This is an optimization exercise on Yosys and OpenROAD, whose aim is small area, not a production implementation. Only simulation tests tie the RTL to the original design; equivalence was not proved. No activity file was given, so power comes from the tool's default toggle rates.

## wiegand_26_parity_unit
module wiegand_26_parity_unit (
    input  wire         clk,
    input  wire         rst,
    input  wire         req_valid,
    output wire         req_ready,
    input  wire [28:0]  req_iw,
    input  wire [4:0]   req_txt_len,
    input  wire [247:0] req_txt,
    output wire         resp_valid,
    input  wire         resp_ready,
    output wire [2:0]   resp_status,
    output wire [25:0]  resp_res,
    output wire [1:0]   resp_warn,
    output wire [207:0] resp_bin_txt,
    output wire [47:0]  resp_hex_txt
);
    localparam OP_FROM_BIN24 = 3'd0;
    localparam OP_FROM_BIN26 = 3'd1;
    localparam OP_FROM_HEX   = 3'd2;
    localparam OP_FROM_DEC   = 3'd3;
    localparam OP_RENDER     = 3'd4;
    localparam OP_COMPUTE    = 3'd5;
    localparam OP_VALIDATE   = 3'd6;
    reg         busy;        
    reg         done;        
    reg  [2:0]  op;
    reg  [4:0]  cnt;         
    reg  [123:0] t;          
    reg  [7:0]  tl;          
    reg  [25:0] r;
    reg         ill;         
    reg         inv;         
    reg         foor;        
    reg         covf;        
    reg         cs;          
    reg         dg;          
    wire idle = !busy && !done;
    wire [2:0]  a_op  = req_iw[28:26];
    wire [25:0] a_arg = req_iw[25:0];
    wire a_text = !a_op[2];
    wire a_ill = (a_op == 3'd7) ||
                 (a_text && (a_arg != 26'd0)) ||
                 ((a_op == OP_COMPUTE)  && (a_arg[25:24] != 2'd0)) ||
                 ((a_op == OP_VALIDATE) && (a_arg[25:4]  != 22'd0));
    wire a_pfx = (req_txt[7:0] == 8'h30) && (req_txt[15:14] == 2'b01) &&
                 req_txt[12] && (req_txt[11:8] == 4'h8);    
    reg a_inv;
    always @(*) begin
        case (a_op)
            OP_FROM_BIN24: a_inv = (req_txt_len != 5'd24);
  ...
For scale: roughly 1,400 cells after synthesis, roughly 170 flip-flops, ~580 I/O pins, ~0.012 mm2 of cells after synthesis.
export LEC_CHECK = 0
export CAP_MARGIN = 20
export CORE_MARGIN = 2
export CORE_UTILIZATION = 30
export SLEW_MARGIN = 20
create_clock -name core_clock -period 6.0 [get_ports {clk}]
standard.sh (not shown) runs the stock make flow with config.mk's settings and CLKGATE_MAP_FILE= SYNTH_SCRIPT=/design/flow/synth_recipe.tcl, a recipe that flattens the netlist after the stock synthesis.
==> flow/flow/run.sh <==
#!/bin/bash
# Standard layout, with the port buffers made from the smallest buffer cell
# and one tie cell shared by all constant outputs.
set -euo pipefail
export BUFFER_PORTS_ARGS="-buffer_cell sky130_fd_sc_hd__buf_1"
export SKIP_REPAIR_TIE_FANOUT=1
bash standard.sh > standard_flow.log 2>&1
The first run finished but fails on setup timing.
Change:
--- a/flow/design.v
+++ b/flow/design.v
@@ -113,37 +113,45 @@
     wire h_dig = !hl && (!h[3] || (h[2:1] == 2'b00));
     wire h_com = !hl && (h == 4'd12);
     wire h_hex_ok = hl ? ((h[3] == 1'b0) && (h[2:0] != 3'd0) && (h[2:0] != 3'd7))
                        : (!h[3] || (h[2:1] == 2'b00));
     wire [3:0] h_hexval = hl ? {1'b1, h[2] ^ (h[1] & h[0]), h[1] ^ h[0], !h[0]} : h;
     wire h_pfx = cnt[3] || (cnt[2:0] == 3'b111);
     wire [15:0] x = r[16:1];
-    wire [19:0] ds;
-    wire [20:0] dc;
+    wire [15:0] ds;
+    wire [9:2]  dc;
     assign ds[0] = h[0];
     assign ds[1] = x[0] ^ h[1];
     assign dc[2] = x[0] & h[1];
     assign ds[2] = x[1] ^ h[2] ^ dc[2];
     assign dc[3] = (x[1] & h[2]) | (dc[2] & (x[1] ^ h[2]));
     wire dk3 = h[3] | dc[3];                  
     assign ds[3] = x[0] ^ x[2] ^ dk3;
     assign dc[4] = (x[0] & x[2]) | (dk3 & (x[0] ^ x[2]));
     genvar gi;
     generate
-        for (gi = 4; gi < 20; gi = gi + 1) begin : g_dec
-            wire ai, bi;
-            if (gi - 3 < 16) begin : g_a1 assign ai = x[gi-3]; end
-            else             begin : g_a0 assign ai = 1'b0;    end
-            if (gi - 1 < 16) begin : g_b1 assign bi = x[gi-1]; end
-            else             begin : g_b0 assign bi = 1'b0;    end
-            assign ds[gi]   = ai ^ bi ^ dc[gi];
-            assign dc[gi+1] = (ai & bi) | (dc[gi] & (ai ^ bi));
+        for (gi = 4; gi < 9; gi = gi + 1) begin : g_lo
+            assign ds[gi]   = x[gi-3] ^ x[gi-1] ^ dc[gi];
+            assign dc[gi+1] = (x[gi-3] & x[gi-1]) | (dc[gi] & (x[gi-3] ^ x[gi-1]));
         end
     endgenerate
-    wire dec_ovf = ds[19] | ds[18] | ds[17] | ds[16];
+    wire [15:9] ds0, ds1;
+    wire [16:9] dc0, dc1;
+    assign dc0[9] = 1'b0;
+    assign dc1[9] = 1'b1;
+    generate
+        for (gi = 9; gi < 16; gi = gi + 1) begin : g_hi
+            assign ds0[gi]   = x[gi-3] ^ x[gi-1] ^ dc0[gi];
+            assign dc0[gi+1] = (x[gi-3] & x[gi-1]) | (dc0[gi] & (x[gi-3] ^ x[gi-1]));
+            assign ds1[gi]   = x[gi-3] ^ x[gi-1] ^ dc1[gi];
+            assign dc1[gi+1] = (x[gi-3] & x[gi-1]) | (dc1[gi] & (x[gi-3] ^ x[gi-1]));
+        end
+    endgenerate
+    assign ds[15:9] = dc[9] ? ds1 : ds0;
+    wire dec_ovf = (x > 16'd6553) || (x == 16'd6553 && h >= 4'd6);
     wire [4:0] cnt_dec = {cnt[4] ^ (cnt[3:0] == 4'd0), cnt[3] ^ (cnt[2:0] == 3'd0),
                           cnt[2] ^ (cnt[1:0] == 2'd0), cnt[1] ^ !cnt[0], !cnt[0]};
     wire m_bin = (op == OP_FROM_BIN24) || (op == OP_FROM_BIN26);
     wire m_shl = m_bin || (op == OP_COMPUTE);
     wire m_hex = (op == OP_FROM_HEX);
     wire m_dec = (op == OP_FROM_DEC);
     wire step  = busy && (cnt != 5'd0);
=>
- Now the flow completed with no timing, DRC or antenna violations
- die area went down by 0.40%
- final cell count came out lower by 0.51%
- final area falls by 1.4%
- clock skew falls by 0.016 ns
- routed wire length fell by 9.5%
- first-iteration DRC count shrinks by 11%
- utilization shrinks by 0.40 points
- clock power fell by about 5%
- non-clock buffer count goes down by 8
- setup slack gains 0.83 ns

[afterwards: timing with drivers on the ports]
No port has a modelled driver above. Below, the same layouts with a new extraction and two added sets of constraints.
Step 1, drivers: a clkbuf_16 drives clk and a buf_2 each remaining input, both assumed.
Step 2 moves the port delays by t, midway between the first and last clock arrival at a register: inputs arrive t later, outputs are due t later. That takes back most of the time a late clock gives input paths.
Slacks: ideal ports / drivers / drivers and shift; pairs: ideal ports / drivers.
run | t, ns | setup WS [ns] | hold slack, ns | worst setup path at the end | worst register clock-pin slew, ns
the first run | 0.487 | -0.603 / -0.603 / -0.603 | 0.422 / 0.422 / 0.422 | register to register | 0.08 / 0.08
the second run | 0.484 | 0.231 / 0.231 / 0.231 | 0.418 / 0.418 / 0.418 | register to register | 0.07 / 0.07
